Background: an optimization exercise with open tools, aiming at small area, a short achievable clock period and few clock cycles. Do not read the settings as production practice.
Only simulation tests tie the RTL to the original design; equivalence was not proved.
Power and IR drop assume default switching activity.

Setup of before:
## zmc_servo
module zmc_servo #(
    parameter PPR      = 2000,   
    parameter S_P      = 8,      
    parameter S_C      = 8,      
    parameter N_D      = 4,      
    parameter DUTY_MAX = 4095    
) (
    input             clk,
    input             rst,
    input             in_valid,
    output            in_ready,
    input      [1:0]  in_op,
    input      [15:0] in_enc,
    input      [15:0] in_cur,
    input      [15:0] in_pos_sp,
    input      [15:0] in_limit,
    input      [15:0] kp_p,
    input      [15:0] ki_p,
    input      [15:0] kd_p,
    input      [15:0] kp_c,
    input      [15:0] ki_c,
    input      [15:0] kd_c,
    output reg        out_valid,
    output     [15:0] trk_abs,
    output     [15:0] cur_sp,
    output     [15:0] duty,
    output            bwd
);
==> module zmc_divider, before the edit <==
module zmc_divider (
    input                    clk,
    input                    rst,
    input                    load,       
    input  signed [35:0]     num,
    input  [15:0]            den,        
    input                    hi,         
    output                   idle,
    output reg               done,       
    output signed [35:0]     q,
    output signed [35:0]     qx,         
    output                   qc
);
    localparam NW = 36;
    function [4:0] blen16(input [15:0] v);
        integer i;
        begin
            blen16 = 5'd0;
            for (i = 0; i < 16; i = i + 1)
                if (v[i]) blen16 = i + 1;
        end
    endfunction
    wire [4:0]   bdm1 = blen16(den) - 5'd1;
    reg [1:0]    st;         
    reg [3:0]    cnt;
    reg [NW-1:0] m;
    reg [15:0]   r;
    reg [15:0]   dvs;
    reg [15:0]   dvs_m1;
    reg [17:0]   dvs3;
    reg          neg, hi_q;
    reg [1:0]    bg, bp;       
    assign idle = (st == 2'd0);
    wire [NW-1:0] mx   = m;               
    reg  [8:0]    nz;
    reg  [3:0]    gi;
    integer       gk;
    always @* begin
        for (gk = 0; gk < 9; gk = gk + 1) nz[gk] = |mx[4*gk +: 4];
        gi = 4'd0;
        for (gk = 0; gk < 9; gk = gk + 1) if (nz[gk]) gi = gk;
    end
    wire [3:0]    nib  = mx[4*gi +: 4];
    wire [1:0]    pos  = nib[3] ? 2'd3 : nib[2] ? 2'd2 : nib[1] ? 2'd1 : 2'd0;
    wire signed [5:0] nsd = $signed({2'b00, gi}) - $signed({4'b0000, bg}) + $signed({5'b00000, (pos >= bp)});
    wire [3:0]    nst  = ((nz == 9'd0) || nsd <= 0) ? 4'd0 : nsd[3:0];    
    wire [6:0]    sh   = NW - {nst, 2'b00};
    wire [NW+15:0] ld  = {16'd0, mx} << sh;
    wire [NW-1:0]  pad = neg ? ~({NW{1'b1}} << sh) : {NW{1'b0}};
    wire [1:0]     qi  = {2{neg}};
    reg [15:0]   rs [0:2];
    reg [NW-1:0] ms [0:2];
    integer k;
    always @* begin
        rs[0] = r;
        ms[0] = m;
        for (k = 0; k < 2; k = k + 1) begin : st4
            reg [17:0] s;
            reg [18:0] t1, t2, t3;
            s  = {rs[k], ms[k][NW-1:NW-2]};
            t1 = {1'b0, s} - {3'b000, dvs};
            t2 = {1'b0, s} - {2'b00, dvs, 1'b0};
            t3 = {1'b0, s} - {1'b0, dvs3};
            if (!t3[18]) begin
                rs[k+1] = t3[15:0];
                ms[k+1] = {ms[k][NW-3:0], 2'b11 ^ qi};
            end else if (!t2[18]) begin
                rs[k+1] = t2[15:0];
                ms[k+1] = {ms[k][NW-3:0], 2'b10 ^ qi};
            end else if (!t1[18]) begin
                rs[k+1] = t1[15:0];
                ms[k+1] = {ms[k][NW-3:0], 2'b01 ^ qi};
            end else begin
                rs[k+1] = s[15:0];
                ms[k+1] = {ms[k][NW-3:0], 2'b00 ^ qi};
            end
        end
    end
    wire        cin  = hi_q ? 1'b0 : (neg ? (r != dvs_m1) : (r != 16'd0));
    assign qx = m;
    assign qc = cin;
    assign q  = qx + {{(NW-1){1'b0}}, cin};
    always @(posedge clk) begin
        if (rst) begin
            st   <= 2'd0;
            done <= 1'b0;
            cnt  <= 4'd0;
            m    <= {NW{1'b0}};
            r    <= 16'd0;
            dvs  <= 16'd0;
            dvs_m1 <= 16'd0;
            dvs3 <= 18'd0;
            neg  <= 1'b0;
            hi_q <= 1'b0;
            bg   <= 2'd0;
            bp   <= 2'd0;
        end else begin
            done <= 1'b0;
            case (st)
                2'd1: begin
                    m    <= ld[NW-1:0] | pad;
                    r    <= ld[NW+15:NW];
                    cnt  <= nst;
                    dvs3 <= {2'b00, dvs} + {1'b0, dvs, 1'b0};
                    if (nst == 4'd0) begin
                        done <= 1'b1;
                        st   <= 2'd0;
                    end else begin
                        st   <= 2'd2;
                    end
                end
                2'd2: begin
                    m   <= ms[2];
                    r   <= rs[2];
                    cnt <= cnt - 4'd1;
                    if (cnt == 4'd1) begin
                        st   <= 2'd0;
                        done <= 1'b1;
                    end
                end
                default: ;
            endcase
            if (load) begin
                m    <= num[35] ? ~num : num;
                neg  <= num[35];
                hi_q <= hi;
                dvs  <= den;
                bg   <= bdm1[3:2];
                bp   <= bdm1[1:0];
                dvs_m1 <= den - 16'd1;
                st   <= 2'd1;
            end
        end
    end
endmodule
export LEC_CHECK = 0
export ABC_CLOCK_PERIOD_IN_PS = 6000
export CAP_MARGIN = 20
export CORE_MARGIN = 2
export CORE_UTILIZATION = 40
export PLACE_DENSITY = 0.6
export SLEW_MARGIN = 20
create_clock -name core_clock -period 24.0 [get_ports {clk}]
run.sh (not shown) runs the stock make flow with config.mk's settings and CLKGATE_MAP_FILE= SYNTH_SCRIPT=/design/flow/synth_recipe.tcl, a recipe that flattens the netlist after the stock synthesis.
Testbench counts of before, summed over its fixed seeds: cycles 125,559.
Modified inputs, after compared to before
==> flow/design.v, changed modules only <==
module zmc_divider (
    input                    clk,
    input                    rst,
    input                    load,       
    input  signed [35:0]     num,
    input  [15:0]            den,        
    input                    hi,         
    output                   idle,
    output reg               done,       
    output signed [35:0]     q,
    output signed [35:0]     qx,         
    output                   qc
);
    localparam NW = 36;
    function [5:0] blen36(input [35:0] v);
        reg [8:0] nz;
        reg [3:0] gi;
        reg [3:0] nib;
        reg [1:0] pos;
        integer i;
        begin
            for (i = 0; i < 9; i = i + 1) nz[i] = |v[4*i +: 4];
            gi = 4'd0;
            for (i = 0; i < 9; i = i + 1) if (nz[i]) gi = i;
            nib = v[4*gi +: 4];
            pos = nib[3] ? 2'd3 : nib[2] ? 2'd2 : nib[1] ? 2'd1 : 2'd0;
            blen36 = (nz == 9'd0) ? 6'd0 : {gi, 2'b00} + pos + 6'd1;
        end
    endfunction
    function [4:0] blen16(input [15:0] v);
        integer i;
        begin
            blen16 = 5'd0;
            for (i = 0; i < 16; i = i + 1)
                if (v[i]) blen16 = i + 1;
        end
    endfunction
    reg [1:0]    st;         
    reg [3:0]    cnt;
    reg [NW-1:0] m;
    reg [15:0]   r;
    reg [15:0]   dvs;
    reg [15:0]   dvs_m1;
    reg [17:0]   dvs3;
    reg          neg, hi_q;
    assign idle = (st == 2'd0);
    wire [NW-1:0] mx   = m;               
    wire [5:0]    bn   = blen36(mx);
    wire [4:0]    bd   = blen16(dvs);
    wire signed [7:0] nit = $signed({2'b00, bn}) - $signed({3'b000, bd}) + 8'sd1;
    wire [3:0]    nst  = (nit <= 0) ? 4'd0 : ((nit[6:0] + 7'd3) >> 2);    
    wire [6:0]    sh   = NW - {nst, 2'b00};
    wire [NW+15:0] ld  = {16'd0, mx} << sh;
    wire [NW-1:0]  pad = neg ? ~({NW{1'b1}} << sh) : {NW{1'b0}};
    wire [1:0]     qi  = {2{neg}};
    reg [15:0]   rs [0:2];
    reg [NW-1:0] ms [0:2];
    integer k;
    always @* begin
        rs[0] = r;
        ms[0] = m;
        for (k = 0; k < 2; k = k + 1) begin : st4
            reg [17:0] s;
            reg [18:0] t1, t2, t3;
            s  = {rs[k], ms[k][NW-1:NW-2]};
            t1 = {1'b0, s} - {3'b000, dvs};
            t2 = {1'b0, s} - {2'b00, dvs, 1'b0};
            t3 = {1'b0, s} - {1'b0, dvs3};
            if (!t3[18]) begin
                rs[k+1] = t3[15:0];
                ms[k+1] = {ms[k][NW-3:0], 2'b11 ^ qi};
            end else if (!t2[18]) begin
                rs[k+1] = t2[15:0];
                ms[k+1] = {ms[k][NW-3:0], 2'b10 ^ qi};
            end else if (!t1[18]) begin
                rs[k+1] = t1[15:0];
                ms[k+1] = {ms[k][NW-3:0], 2'b01 ^ qi};
            end else begin
                rs[k+1] = s[15:0];
                ms[k+1] = {ms[k][NW-3:0], 2'b00 ^ qi};
            end
        end
    end
    wire        cin  = hi_q ? 1'b0 : (neg ? (r != dvs_m1) : (r != 16'd0));
    assign qx = m;
    assign qc = cin;
    assign q  = qx + {{(NW-1){1'b0}}, cin};
    always @(posedge clk) begin
        if (rst) begin
            st   <= 2'd0;
            done <= 1'b0;
            cnt  <= 4'd0;
            m    <= {NW{1'b0}};
            r    <= 16'd0;
            dvs  <= 16'd0;
            dvs_m1 <= 16'd0;
            dvs3 <= 18'd0;
            neg  <= 1'b0;
            hi_q <= 1'b0;
        end else begin
            done <= 1'b0;
            case (st)
                2'd1: begin
                    m    <= ld[NW-1:0] | pad;
                    r    <= ld[NW+15:NW];
                    cnt  <= nst;
                    dvs3 <= {2'b00, dvs} + {1'b0, dvs, 1'b0};
                    if (nst == 4'd0) begin
                        done <= 1'b1;
                        st   <= 2'd0;
                    end else begin
                        st   <= 2'd2;
                    end
                end
                2'd2: begin
                    m   <= ms[2];
                    r   <= rs[2];
                    cnt <= cnt - 4'd1;
                    if (cnt == 4'd1) begin
                        st   <= 2'd0;
                        done <= 1'b1;
                    end
                end
                default: ;
            endcase
            if (load) begin
                m    <= num[35] ? ~num : num;
                neg  <= num[35];
                hi_q <= hi;
                dvs  <= den;
                dvs_m1 <= den - 16'd1;
                st   <= 2'd1;
            end
        end
    end
endmodule
==> comparison <==
- Maximum operating frequency came out lower on after than on before.
- Higher total inserted antenna cells goes to after over before.
- Compared with before, after shows maximum cell stage delay along the critical path higher by 0.18 ns.
- Any difference in mean instance size in the synthesized netlist between after and before is small enough to ignore.
- before -> after: setup-violating endpoint count in the final report flat
- Against before, after comes in 0.2 points lower on portion of total power attributed to the clock network.
- Compare after and before | sequential fraction of total cell area lower: before
- Cmp after and before / routed wire length / lower: after
- after completed; timing, DRC and antenna clean
- The startpoint of the worst setup timing path comes out u_div.m[13] in one run and hi[15] in the other, namely in after and before respectively.
- Delta (after minus before): count of inverters not on the clock network in the layout climbed 6; area overhead of the layout relative to synthesis climbed 0.22 points.
- [compare] base=before new=after: global-route wire length before repair moved down, area of the multi-input gates moved down.
Testbench counts of after, summed over its fixed seeds: cycles 125,559.

zmc_servo, a different RTL version from the one above (not shown whole).
For scale: roughly 9600 cells after synthesis, ~220 I/O pins, about 77000 um^2 of cells after synthesis.
export LEC_CHECK = 0
export ABC_CLOCK_PERIOD_IN_PS = 6000
export CAP_MARGIN = 20
export CORE_MARGIN = 2
export CORE_UTILIZATION = 40
export PLACE_DENSITY = 0.6
export SLEW_MARGIN = 20
create_clock -name core_clock -period 24.0 [get_ports {clk}]
The starting point passed the timing, DRC and antenna checks.
Testbench counts at the start, summed over its fixed seeds: cycles 108,482.
==> next run, changes <==
--- a/flow/design.v
+++ b/flow/design.v
@@ -1,46 +1,34 @@
 module zmc_pid_step (
     input                    clk,
     input                    en,
     input                    first,      
     input                    p_en,       
     input                    p_first,    
     input                    add_p,      
-    input  [7:0]             kp_dig,     
+    input  [7:0]             kp_dig,
     input  [3:0]             ki_dig,
     input  [3:0]             kd_dig,
-    input  [7:0]             kp_dig_h,   
-    input  [3:0]             ki_dig_h,
-    input  [3:0]             kd_dig_h,
     input  signed [17:0]     e,
     input  signed [18:0]     d,
     input  signed [31:0]     i,
     output reg signed [34:0] acc_p,
     output reg signed [49:0] acc_i
 );
-    function signed [34:0] row_e(input signed [17:0] v, input bl, input bh);
-        row_e = {{17{v[17] & bh}}, v[17:9] & {9{bh}}, v[8:0] & {9{bl}}};
-    endfunction
-    function signed [49:0] row_i(input signed [31:0] v, input bl, input bh);
-        row_i = {{18{v[31] & bh}}, v[31:16] & {16{bh}}, v[15:0] & {16{bl}}};
-    endfunction
-    function signed [49:0] row_d(input signed [18:0] v, input bl, input bh);
-        row_d = {{31{v[18] & bh}}, v[18:10] & {9{bh}}, v[9:0] & {10{bl}}};
-    endfunction
     reg signed [34:0] sp;
     reg signed [49:0] si;
     integer j;
     always @* begin
         sp = p_first ? 35'sd0 : (acc_p <<< 8);
         for (j = 0; j < 8; j = j + 1)
-            sp = sp + (row_e(e, kp_dig[j], kp_dig_h[j]) <<< j);
+            sp = sp + ((kp_dig[j] ? {{17{e[17]}}, e} : 35'sd0) <<< j);
         si = (first ? 50'sd0 : (acc_i <<< 4)) + (add_p ? {{15{acc_p[34]}}, acc_p} : 50'sd0);
         for (j = 0; j < 4; j = j + 1)
-            si = si + (row_i(i, ki_dig[j], ki_dig_h[j]) <<< j)
-                    + (row_d(d, kd_dig[j], kd_dig_h[j]) <<< j);
+            si = si + ((ki_dig[j] ? {{18{i[31]}}, i} : 50'sd0) <<< j)
+                    + ((kd_dig[j] ? {{31{d[18]}}, d} : 50'sd0) <<< j);
     end
     always @(posedge clk) begin
         if (en && p_en) acc_p <= sp;
         if (en)         acc_i <= si;
     end
 endmodule
 module zmc_divider (
@@ -257,20 +245,15 @@
     wire        t3_now = (st == S_T1) || (st == S_T3C);
     wire [1:0]  ndig   = t3_now ? g_top : mcnt - 2'd1;              
     wire [1:0]  npp    = t3_now ? g_pp  : mpp;
     reg [1:0]   mpp;
     reg [7:0]   kp_dig;
     reg [3:0]   ki_dig, kd_dig;
     reg         p_en, p_first, add_p;
-    reg [7:0]   kp_dig_n;
-    reg [3:0]   ki_dig_n, kd_dig_n;
     always @(posedge clk) begin
-        kp_dig_n <= ~((ndig == 2'd2) ? g_kp[15:8] : g_kp[7:0]);
-        ki_dig_n <= ~g_ki[ndig*4 +: 4];
-        kd_dig_n <= ~g_kd[ndig*4 +: 4];
         kp_dig  <= (ndig == 2'd2) ? g_kp[15:8] : g_kp[7:0];
         ki_dig  <= g_ki[ndig*4 +: 4];
         kd_dig  <= g_kd[ndig*4 +: 4];
         p_en    <= (ndig != 2'd0) && (ndig <= npp);
         p_first <= (ndig == npp);
         add_p   <= (ndig == 2'd0);
     end
@@ -281,15 +264,14 @@
     reg               kinz;
     wire signed [34:0] acc_p;
     wire signed [49:0] acc_i;
     zmc_pid_step u_mac (
         .clk(clk), .en(st == S_MACP || st == S_MACC), .first(mfirst),
         .p_en(p_en), .p_first(p_first), .add_p(add_p),
         .kp_dig(kp_dig), .ki_dig(ki_dig), .kd_dig(kd_dig),
-        .kp_dig_h(~kp_dig_n), .ki_dig_h(~ki_dig_n), .kd_dig_h(~kd_dig_n),
         .e(e_m), .d(d_m), .i(x_m), .acc_p(acc_p), .acc_i(acc_i)
     );
     wire               cmp_c  = mac_c;
     wire signed [49:0] rawv   = acc_i;
     wire signed [41:0] uf     = rawv >>> 8;
     wire signed [17:0] hi     = hi_r;
     wire signed [17:0] lo     = lo_r;
=>
- The changed run completed with no timing, DRC or antenna violations
- global-route usage barely changes
- non-clock buffer count rose by 21
- via count fell slightly
- die area fell slightly
- clock skew fell by 0.022 ns
- routed wire length fell by a few percent
- clock power barely changes
- sequential share of layout area stays flat
- register-to-register slack gets better by 0.04 ns
- first-iteration DRC count rose by a few percent
- maximum frequency rose slightly
- worst setup slack gets better by 0.039 ns
- critical path depth fell by 2
Testbench counts after the change, summed over its fixed seeds: cycles 108,482.

==> separate check: timing with driven ports <==
How much do the figures lean on ideal ports? The routed layouts below were timed once more, with nothing changed but the port constraints. Step 1 (the two cells are an assumption about what drives the block):
set clk [get_ports {clk}]
set_driving_cell -lib_cell sky130_fd_sc_hd__clkbuf_16 $clk
set_driving_cell -lib_cell sky130_fd_sc_hd__buf_2 [delete_from_list [all_inputs] $clk]
Step 2 times the ports against the registers' clock, not the clock port: input delays grow and output delays shrink by t, the midpoint of the rising clock arrivals with the driver on. a / b / c = ideal ports / drivers / drivers and shift; a / b = the first two.
run | t, ns | setup slack, ns | pins driven straight from the clock port
before | 0.811 | 15.601 / 15.601 / 15.601 | 1
after | 0.793 | 15.330 / 15.330 / 15.330 | 1
the first run of note 2 | 0.803 | 15.274 / 15.274 / 14.885 | 1
the second run of note 2 | 0.804 | 15.313 / 15.313 / 14.998 | 1
After both steps setup and hold are still met in every run listed. The setup slack of the first run of note 2, which loses most, moves by 0.000 ns with the drivers and by -0.389 ns with both steps.
